What follows belongs to an exercise in optimizing a design on an open flow for small area, a short achievable clock period and few clock cycles per item; a production flow would make more cautious choices.
Only simulation tests tie the RTL to the original design; equivalence was not proved.
No activity file was given, so power comes from the tool's default toggle rates.

==> run a: inputs <==
// s8b_encoder
module s8b_encoder (
    input  wire        clk,
    input  wire        rst,
    input  wire        in_valid,
    output wire        in_ready,
    input  wire [31:0] in_data,
    output wire        out_valid,
    input  wire        out_ready,
    output wire [63:0] out_word,
    output wire        out_last
);
    reg [31:0] w0;
    reg [29:0] w1;
    reg [19:0] w2;
    reg [14:0] w3;
    reg [11:0] w4;
    reg [9:0] w5;
    reg [7:0] w6;
    reg [6:0] w7;
    reg [5:0] w8;
    reg [5:0] w9;
    reg [4:0] w10;
    reg [4:0] w11;
    reg [3:0] w12;
    reg [3:0] w13;
    reg [3:0] w14;
    reg [2:0] w15;
    reg [2:0] w16;
    reg [2:0] w17;
    reg [2:0] w18;
    reg [2:0] w19;
    reg [1:0] w20;
    reg [1:0] w21;
    reg [1:0] w22;
    reg [1:0] w23;
    reg [1:0] w24;
    reg [1:0] w25;
    reg [1:0] w26;
    reg [1:0] w27;
    reg [1:0] w28;
    reg [1:0] w29;
    reg [0:0] w30;
    reg [0:0] w31;
    reg [0:0] w32;
    reg [0:0] w33;
    reg [0:0] w34;
    reg [0:0] w35;
    reg [0:0] w36;
    reg [0:0] w37;
    reg [0:0] w38;
    reg [0:0] w39;
    reg [0:0] w40;
    reg [0:0] w41;
    reg [0:0] w42;
    reg [0:0] w43;
    reg [0:0] w44;
    reg [0:0] w45;
    reg [0:0] w46;
    reg [0:0] w47;
    reg [0:0] w48;
    reg [0:0] w49;
    reg [0:0] w50;
    reg [0:0] w51;
    reg [0:0] w52;
    reg [0:0] w53;
    reg [0:0] w54;
    reg [0:0] w55;
    reg [0:0] w56;
    reg [0:0] w57;
    reg [0:0] w58;
    reg [0:0] w59;
    reg [60:0] fo;         
    reg        bf;         
    reg [7:0]  rin;        
    reg [31:0] q0, q1;     
    reg        v0, v1;
    reg        ov, ol;
    reg [63:0] ow;
    assign in_ready  = ~v1;
    assign out_valid = ov;
    assign out_word  = ow;
    assign out_last  = ol;
    wire blk_full = bf;
    wire f0 = fo[0];
    wire f1 = fo[1];
    wire f2 = fo[2];
    wire f3 = fo[3];
    wire f4 = fo[4];
    wire f5 = fo[5];
    wire f6 = fo[6];
    wire f7 = fo[7];
    wire f8 = fo[8];
    wire f9 = fo[9];
    wire f10 = fo[10];
    wire f11 = fo[11];
    wire f12 = fo[12];
    wire f13 = fo[13];
    wire f14 = fo[14];
    wire f15 = fo[15];
    wire f16 = fo[16];
    wire f17 = fo[17];
    wire f18 = fo[18];
    wire f19 = fo[19];
    wire f20 = fo[20];
    wire f21 = fo[21];
  ...
==> flow/config.mk <==
export PLATFORM = sky130hd
export DESIGN_NAME = s8b_encoder
export DESIGN_NICKNAME = s8b_encoder
export VERILOG_FILES = /design/flow/design.v
export SDC_FILE = /design/flow/constraint.sdc
export NUM_CORES = 4
export LEC_CHECK = 0
export CAP_MARGIN = 20
export CORE_MARGIN = 2
export CORE_UTILIZATION = 40
export SETUP_SLACK_MARGIN = 5
export SLEW_MARGIN = 20
export TNS_END_PERCENT = 5
==> flow/constraint.sdc <==
create_clock -name core_clock -period 8.0 [get_ports {clk}]
set_input_delay 1.6000 -clock core_clock [delete_from_list [all_inputs] [get_ports {clk}]]
set_output_delay 1.6000 -clock core_clock [all_outputs]
set_load 0.01 [all_outputs]
run.sh (not shown) runs the stock make flow with config.mk's settings and CLKGATE_MAP_FILE= SYNTH_SCRIPT=/design/flow/synth_recipe.tcl, a recipe that flattens the netlist after the stock synthesis.
==> inputs of run b, as changes to run a <==
==> flow/flow/run.sh (new file) <==
#!/bin/bash
# The standard layout (standard.sh: ORFS synthesis through finish, unchanged), except
# that buffer_ports makes the input and output port buffers from sky130_fd_sc_hd__buf_1
# cells instead of the delay-cell buffer it picks by default. Every port still gets its
# own buffer. make's full output goes to standard.log in this folder; the ORFS steps
# keep their own logs under orfs/logs.
set -euo pipefail
export BUFFER_PORTS_ARGS="-buffer_cell sky130_fd_sc_hd__buf_1"
bash standard.sh "BUFFER_PORTS_ARGS=-buffer_cell sky130_fd_sc_hd__buf_1" finish > standard.log 2>&1
==> flow/standard.sh (new file) <==
#!/bin/bash
# synth_recipe.tcl (not shown) runs the flow's synth.tcl, then flattens the netlist and writes it again
# the make line also repeats each setting of config.mk as NAME=value (left out here)
make -C /OpenROAD-flow-scripts/flow DESIGN_CONFIG=/design/flow/config.mk WORK_HOME=/design/flow/orfs CLKGATE_MAP_FILE= SYNTH_SCRIPT=/design/flow/synth_recipe.tcl "${@:-finish}"
- CTS_CLUSTER_DIAMETER: not set -> 100
- CTS_CLUSTER_SIZE: not set -> 30
removed: flow/run.sh
==> results.txt <==
status timing/DRC/antenna clean; Sw Pwr 0.001580 W; CP Depth 6; Clock Power Share 0.278; Critical Path, Cell by Cell or2_2 > mux2_4 > a222oi_1 > nand4_1 > a221oi_1 > nand2_1; slowest CP cell mux2_4; placed insts 2703; vias in the first global route 18970; hold path cells 1; PostCTS Resize Cnt 112; setup slack at placement 3.839 ns; CP top delay family simple AND/OR/NAND/NOR gates
The numbers above come from run b.

==> results.txt <==
CP top delay family compound AO/OA/AOI/OAI gates; setup slack at placement 3.237 ns; placed insts 2710; hold path cells 2; PostCTS Resize Cnt 153; Seq area share 0.4038; status timing/DRC/antenna clean; vias in the first global route 19293; total grt overflow 0; slowest CP cell a222oi_1; CP Depth 7; Clock Power Share 0.378; Sw Pwr 0.001706 W
The numbers above come from run a.

Testbench counts of run a, summed over its fixed seeds: cycles 24,799, items 24,576.
Testbench counts of run b, summed over its fixed seeds: cycles 24,799, items 24,576.

[separate check: timing with driven ports]
The flow's constraints put no driver on any port. The routed layouts listed below were extracted and timed again, unchanged, in two steps. Step 1: set_driving_cell puts a clkbuf_16 on clk and a buf_2 on each other input, an assumption about the parent block. Step 2 times the ports against the registers' clock, not the clock port: input delays grow and output delays shrink by t, the midpoint of the rising clock arrivals with the driver on. Three values: ideal ports, drivers, drivers and shift; two values: the first two.
run | shift t [ns] | setup slack, ns | hold WS [ns] | slew at the worst register clock pin (ns) | pins driven straight from the clock port
run a | 0.657 | 4.745 / 4.745 / 4.459 | 0.481 / 0.481 / 0.481 | 0.07 / 0.07 | 1
run b | 0.643 | 4.748 / 4.748 / 4.450 | 0.489 / 0.489 / 0.489 | 0.12 / 0.12 | 1
After both steps setup and hold are still met in every run listed. For run b, which loses most, drivers alone change the setup slack by 0.000 ns; drivers and shift together by -0.298 ns.
